From an optimization exercise on the open Yosys and OpenROAD flow, aimed at small area, a short achievable clock period and few clock cycles per item; shortcuts taken in it are not production practice. For this run, only the layout was checked, not whether the RTL still works. Power and IR drop assume default switching activity.

==> flow/run.sh <==
#!/bin/bash
# synth_recipe.tcl (not shown) runs the flow's synth.tcl, then flattens the netlist and writes it again
# the make line also repeats each setting of config.mk as NAME=value (left out here)
make -C /OpenROAD-flow-scripts/flow DESIGN_CONFIG=/design/flow/config.mk WORK_HOME=/design/flow/orfs CLKGATE_MAP_FILE= SYNTH_SCRIPT=/design/flow/synth_recipe.tcl finish
==> flow/config.mk <==
export PLATFORM = sky130hd
export DESIGN_NAME = bqc_block_decoder
export DESIGN_NICKNAME = bqc_block_decoder
export VERILOG_FILES = /design/flow/design.v
export SDC_FILE = /design/flow/constraint.sdc
export NUM_CORES = 4
export LEC_CHECK = 0
export CAP_MARGIN = 20
export CORE_MARGIN = 2
export CORE_UTILIZATION = 35
export SLEW_MARGIN = 20
==> flow/constraint.sdc <==
create_clock -name core_clock -period 20.0 [get_ports {clk}]
set_input_delay 4.0000 -clock core_clock [delete_from_list [all_inputs] [get_ports {clk}]]
set_output_delay 4.0000 -clock core_clock [all_outputs]
set_load 0.01 [all_outputs]
==> flow/design.v <==
module bqc_block_decoder (
    input  wire        clk,
    input  wire        rst,         
    input  wire        in_valid,
    output wire        in_ready,
    input  wire [15:0] in_data,
    output wire        out_valid,
    input  wire        out_ready,
    output wire [63:0] out_row,
    output wire        out_we,      
    output wire        out_last     
);
    reg  [15:0] slot [0:15];      
    reg         w_pay;            
    reg  [3:0]  wcnt;             
    reg  [7:0]  nc, nr;           
    reg         nb;               
    reg         n_full;           
    reg         in_rdy;
    reg  [7:0]  cc, cr;
    reg         cb;               
    reg         c_act;            
    reg  [2:0]  ry;               
    reg  [63:0] orow;
    reg         o_v, o_we, o_last;
    wire [1:0]  nm = nc[1:0];
    wire [1:0]  cm = cc[1:0];
    wire [2:0]  pidx = (cm == 2'd3) ? ry :
                       (cm == 2'd2) ? {1'b0, ry[2:1]} : {2'b10, cb};
    wire [31:0] pdat = {slot[{pidx, 1'b1}], slot[{pidx, 1'b0}]};
    wire [15:0] hdat = ry[0] ? pdat[31:16] : pdat[15:0];
    wire [7:0]  base = {cc[7:2], 2'b10};
    wire [16:0] m1x  = cr * 9'd171;
    wire [17:0] m2x  = {cr, 1'b0} * 9'd171;
    wire [7:0]  q1   = m1x[16:9];                    
    wire [7:0]  q2   = m2x[16:9];                    
    wire [9:0]  s1   = base + q1;
    wire [9:0]  s2   = base + q2;
    wire [9:0]  s3   = base + cr;
    wire [7:0]  t0   = base;
    wire [7:0]  t1   = s1[9:8] != 0 ? 8'hFF : s1[7:0];
    wire [7:0]  t2   = s2[9:8] != 0 ? 8'hFF : s2[7:0];
    wire [7:0]  t3   = s3[9:8] != 0 ? 8'hFF : s3[7:0];
    wire [1:0]  j0 = ry[2:1];
    wire [1:0]  j1 = (ry[0] && j0 != 2'd3) ? j0 + 2'd1 : j0;
    wire [7:0]  hb0 = pdat[8*j0 +: 8];
    wire [7:0]  hb1 = pdat[8*j1 +: 8];
    wire [15:0] hlv = {hb1, hb0};
    wire [4:0]  a4 = cr / 8'd15;
    wire [3:0]  b4 = cr - a4 * 8'd15;
    reg  [7:0]  g  [0:7];
    reg  [8:0]  cs [0:3];
    reg  [7:0]  hv [0:7];
    reg  [7:0]  fv [0:7];
    reg  [63:0] rowv;
    integer k;
    reg  [1:0]  lv;
    reg  [3:0]  l4;
    reg  [9:0]  f4;
    reg  [9:0]  hs;
    always @* begin
        for (k = 0; k < 8; k = k + 1) begin
            lv = (cm == 2'd2) ? hdat[2*k +: 2] : hlv[2*k +: 2];
            case (lv)
            2'd0: g[k] = t0;
            2'd1: g[k] = t1;
            2'd2: g[k] = t2;
            default: g[k] = t3;
            endcase
        end
        for (k = 0; k < 4; k = k + 1)
            cs[k] = g[k] + g[k+4];
        for (k = 0; k < 4; k = k + 1) begin
            hv[2*k] = cs[k][8:1];
            hs = cs[k] + cs[(k == 3) ? 3 : k + 1];
            hv[2*k+1] = hs[9:2];
        end
        for (k = 0; k < 8; k = k + 1) begin
            l4 = pdat[4*k +: 4];
            f4 = l4 * a4 + (l4 * b4) / 15 + cc;
            fv[k] = f4[9:8] != 0 ? 8'hFF : f4[7:0];
        end
        for (k = 0; k < 8; k = k + 1)
            case (cm)
            2'd0:    rowv[8*k +: 8] = cr;
            2'd1:    rowv[8*k +: 8] = hv[k];
            2'd2:    rowv[8*k +: 8] = g[k];
            default: rowv[8*k +: 8] = fv[k];
            endcase
    end
    wire xfer  = o_v & out_ready;
    wire load  = c_act & (~o_v | xfer);
    wire cdone = ~c_act | (load & (ry == 3'd7));    
    wire move  = cdone & n_full;
    wire take  = in_valid & in_rdy;
    wire [3:0]  wslot = (nm == 2'd1) ? {2'b10, nb, wcnt[0]} : wcnt;
    wire [3:0]  plast = (nm == 2'd1) ? 4'd1 : (nm == 2'd2) ? 4'd7 : 4'd15;
    reg         w_pay_n, n_full_n, c_act_n, nb_n, cb_n;
    reg  [3:0]  wcnt_n;
    reg  [2:0]  ry_n;
    reg  [1:0]  nm_n, cm_n;
    reg  [3:0]  wslot_n;
    reg         busy_n;
    always @* begin
        w_pay_n  = w_pay;
        wcnt_n   = wcnt;
        n_full_n = n_full;
        nb_n     = nb;
        nm_n     = nm;
        c_act_n  = c_act;
        ry_n     = ry;
        cm_n     = cm;
        cb_n     = cb;
        if (load) begin
            ry_n = ry + 3'd1;
            if (ry == 3'd7) c_act_n = 1'b0;
        end
        if (move) begin
            c_act_n  = 1'b1;
            ry_n     = 3'd0;
            cm_n     = nm;
            cb_n     = nb;
            n_full_n = 1'b0;
        end
        if (take) begin
            if (!w_pay) begin
                nm_n = in_data[1:0];
                wcnt_n = 4'd0;
                if (in_data[1:0] == 2'd0) n_full_n = 1'b1;
                else w_pay_n = 1'b1;
                if (in_data[1:0] == 2'd1) nb_n = ~nb;
            end else begin
                wcnt_n = wcnt + 4'd1;
                if (wcnt == plast) begin
                    w_pay_n = 1'b0;
                    n_full_n = 1'b1;
                end
            end
        end
        wslot_n = (nm_n == 2'd1) ? {2'b10, nb_n, wcnt_n[0]} : wcnt_n;
        busy_n = 1'b0;
        if (c_act_n)
            case (cm_n)
            2'd1: busy_n = (wslot_n[3:1] == {2'b10, cb_n});
            2'd2: busy_n = !wslot_n[3] && (wslot_n[2:0] >= ry_n);
            2'd3: busy_n = (wslot_n[3:1] >= ry_n);
            default: busy_n = 1'b0;
            endcase
    end
    assign in_ready  = in_rdy;
    assign out_valid = o_v;
    assign out_row   = orow;
    assign out_we    = o_we;
    assign out_last  = o_last;
    integer i;
    always @(posedge clk) begin
        if (take && w_pay)
            for (i = 0; i < 16; i = i + 1)
                if (wslot == i) slot[i] <= in_data;
        if (take && !w_pay) begin
            nc <= in_data[7:0];
            nr <= in_data[15:8];
        end
        if (move) begin
            cc <= nc;
            cr <= nr;
        end
        if (load) begin
            orow   <= rowv;
            o_we   <= !(cm == 2'd0 && cr == 8'd0);
            o_last <= (ry == 3'd7);
        end
        if (rst) begin
            w_pay  <= 1'b0;
            wcnt   <= 4'd0;
            n_full <= 1'b0;
            nb     <= 1'b0;
            cb     <= 1'b0;
            c_act  <= 1'b0;
            ry     <= 3'd0;
            o_v    <= 1'b0;
            in_rdy <= 1'b1;
        end else begin
            w_pay  <= w_pay_n;
            wcnt   <= wcnt_n;
            n_full <= n_full_n;
            nb     <= nb_n;
            cb     <= cb_n;
            c_act  <= c_act_n;
            ry     <= ry_n;
            if (load) o_v <= 1'b1;
            else if (xfer) o_v <= 1'b0;
            in_rdy <= w_pay_n ? !busy_n : !n_full_n;
        end
    end
endmodule
==> run summary <==
Synth top area share=0.2848; cell taking the most area after synthesis=edfxtp_1; syn_nets=4,544; top cells by area, synth=edfxtp_1 (28%), ha_1 (13%), fa_1 (11%); Die X=330.6 um; Setup Skew=0.05276 ns; Pre-antenna DRT Iters=6; clock buffer count from CTS=43; layout cells sized above 1=0.08136; synthesized instance count=3,949; TNS Setup=0 ns; Final ANT Viol Nets=0; Critical R2R Launch=cr[2]$_DFFE_PP_; crit path capture type=register; hold_ws=0.4038 ns; slowest stage cell on the critical path=edfxtp_1; Leak Pwr=16.86 nW; drt initial violations=3,363; clk buf depth=3; drt drc=0; Post-Synthesis Cell Area=0.03733 sq mm; starting density of the core=0.3536; fin crit period=17.56 ns; FFs w/ async S/R, synth=0; Fmax achieved=56.93 MHz; Min-Delay Endpoint=cc[3]$_DFFE_PP_; final period utilization=0.8782; Syn Area/Cell=9.453 sq um; Worst Path Arrival=17.87 ns; largest net degree at the start of global routing=68; TritonCTS clock tree=done; Hold Crit Depth=0; max-slew violation count=0; FF+latch count, synth=368; Slew @ Worst Pin=1.155 ns; Top FF cell, synth=edfxtp_1; routed len/inst=22.96 um; Post-CTS Setup Inserts=0; Hold Crit Class=reg -> reg; r2r endpoint=orow[53]$_DFFE_PP_; Area Growth Syn to Fin=11.05%; detailed-route via count=31,430; FP Rows=119; status=timing/DRC/antenna clean; HP Start=nc[3]$_DFFE_PP_; synth cell count leaders=nor2_1 (494), ha_1 (378), edfxtp_1 (354), inv_1 (308), nand2_1 (289); Fillers=10,420; synth warn=6; HPWL Detailed=92,820 um; Post-synth EDFFs=354; number of global-route vias before repair=29,860; H-tree depth=2; final wirelength=124,800 um; worst reg2reg setup slack=2.44 ns; RSZ-0062 raised after global routing=false; clock sink count=368; most common cell in the netlist=nor2_1; Final nets=4,604; Die H=330.6 um; gpl congestion=1.019; Clock Pin Slew Worst Setup and Hold Paths=0.09 ns; Reg area=0.01091 sq mm; first-pass GRT wire length=187,200 um; MaxCap Viol Count=0; PortBufs=87; Overflow after GRT=0; Die ar.=0.1093 sq mm; Core ar.=0.1056 sq mm; Worst path most repeated cell=ha_1; number of gates resized after cts=0; gr usage total=0.2251; # hold bufs at CTS=0; post-DR vias/cell=5.781; boundary pin count=88; root buf cell=clkbuf_16; initial antenna violation count=7; Seq/Total Area, Yosys=0.2923; Max-slew headroom=0.2301; Crit path required time=20.31 ns; CP max stage delay=0.85 ns; critical path class=reg -> reg; worst r2r path cells=63; peak supply drop=90.42 uV; P per Cell Area=154.1 mW/mm^2; clock latency at the later pin of the worst-skew pair=0.64 ns; critical path peak fanout=37; final hold vios=0; Synth cell types=120; final setup fails=0; multi-input logic area=0.02464 sq mm; startpoint types=register
## state kept, by name, summed over array words and instances, names as in the netlist
| signal | count |
|---|---|
| wcnt | 4 |
| cr | 8 |
| cc | 8 |
| n_full | 1 |
| nb | 1 |
| in_rdy | 1 |
| orow | 64 |
| o_last | 1 |
| ry | 3 |
| c_act | 1 |
| cb | 1 |
| o_v | 1 |
| slot | 256 |
| nr | 8 |
| w_pay | 1 |
| o_we | 1 |
| nc | 8 |
## stage by stage
step	util	instance area, sq um	power [mW]	setup WS [ns]	cells
finish	0.3927	41450	6.388	2.436	5436
global route	0.3927	41450	6.899	1.387	5435
CTS	0.3926	41440	6.330	2.673	5435
detailed placement	0.3785	39960	5.459	2.750	5355
global placement	0.3785	39960	5.420	3.136	5355
floorplan	-	37330	4.186	4.624	3949
## cell type report
class	instances	share of cell area
Timing Repair Buffer	170	0.03604
Antenna cell	1	0.00006036
Multi-Input combinational cell	3109	0.5943
Tap cell	1391	0.04198
Clock inverter	33	0.009387
Sequential cell	368	0.2632
Inverter	317	0.02873
Clock buffer	47	0.02632
## routing by layer
| metal | part of all wire | track usage | vias to the layer above | routed length (um) |
|---|---|---|---|---|
| li1 | - | - | 14540 | - |
| met1 | 0.44 | 0.3223 | 15290 | 55520 |
| met2 | 0.44 | 0.3516 | 1399 | 54290 |
| met3 | 0.091 | 0.03851 | 194 | 11350 |
| met4 | 0.029 | 0.05676 | 4 | 3598 |
| met5 | 0.00022 | 0 | - | 27 |
## cell families after synthesis
family                   Yosys count  share of synthesized area
AND/OR/NAND/NOR                 1311                     0.1685
AO/OA/AOI/OAI                    937                     0.1783
adder cells (fa/ha/maj)          577                     0.2329
buffers and inverters            472                    0.05084
flip-flops                       368                     0.2923
XOR/XNOR                         155                    0.03657
multiplexers                     129                    0.04055
## worst max-delay path: cells and delay by family (launching register included)
kind,cells,cell delay (ns)
mux,1,0.18
simple gates,20,3.64
flops,1,0.85
fa+ha+maj,15,5.49
compound gates,17,3.84
buf+inv,6,1.84
xor+xnor,4,1.33
## worst max path at each step
stage	startpoint	end	slack, ns	cells after the start
final	cr[2]$_DFFE_PP_	orow[53]$_DFFE_PP_	2.44	63
after global routing	cr[2]$_DFFE_PP_	orow[53]$_DFFE_PP_	1.39	63
after CTS	cr[2]$_DFFE_PP_	orow[18]$_DFFE_PP_	2.67	63
after detailed placement	cr[2]$_DFFE_PP_	orow[18]$_DFFE_PP_	2.75	63
after global placement	cr[2]$_DFFE_PP_	orow[18]$_DFFE_PP_	3.14	62
after floorplan	cr[2]$_DFFE_PP_	orow[18]$_DFFE_PP_	4.62	71
## cells in the final DEF, fill, tap and decap left out, types with 17 or more instances in the layout
cell type	instances
a21oi_1	203
a211o_1	19
fa_1	197
o21bai_1	31
a222oi_1	42
mux2i_1	88
nor3_1	76
a22oi_1	42
xor2_1	45
nor2_1	492
a31oi_1	33
buf_4	83
o21ai_0	147
nand2_1	287
o21a_1	53
and3_1	23
o221ai_1	23
xnor2_1	104
a211oi_1	38
mux2_2	24
inv_1	307
or2_2	43
o22ai_1	19
o211ai_1	24
ha_1	378
a21o_1	43
and4_1	17
nor2b_1	44
clkdlybuf4s50_1	87
nand2b_1	79
nand4_1	45
clkbuf_16	43
and2_1	26
o21ai_1	17
edfxtp_1	354
nand3_1	59
or3_1	25
## where the power goes
group / total, mW / leakage (nW) / internal (mW) / switching [mW]
clock network: 0.836 / 0.725 / 0.481 / 0.355
registers: 0.902 / 3.30 / 0.892 / 0.00940
logic: 4.65 / 12.8 / 1.81 / 2.84
total: 6.39 / 16.9 / 3.19 / 3.20

==> separate check: timing with driven ports <==
In the flow no input, the clock included, has a driving cell. The finished layout below was timed again as built, in two steps. Step 1 (the two cells are an assumption about what drives the block):
set clk [get_ports {clk}]
set_driving_cell -lib_cell sky130_fd_sc_hd__clkbuf_16 $clk
set_driving_cell -lib_cell sky130_fd_sc_hd__buf_2 [delete_from_list [all_inputs] $clk]
Step 2 also shifts input and output timing later by t, the mid clock arrival at the registers, as if the neighbouring blocks saw the same clock. a / b / c = ideal / step 1 / step 2; a / b = the first two.
t (ns): 0.665
slack for setup (ns): 2.436 / 2.436 / 2.436
worst register clock-pin slew, ns: 0.09 / 0.09
worst data-port slew with drivers (ns): 0.06
pins driven straight from the clock port: 1
After both steps setup and hold are still met in this run. The setup slack of this run moves by 0.000 ns with the drivers and by 0.000 ns with both steps.
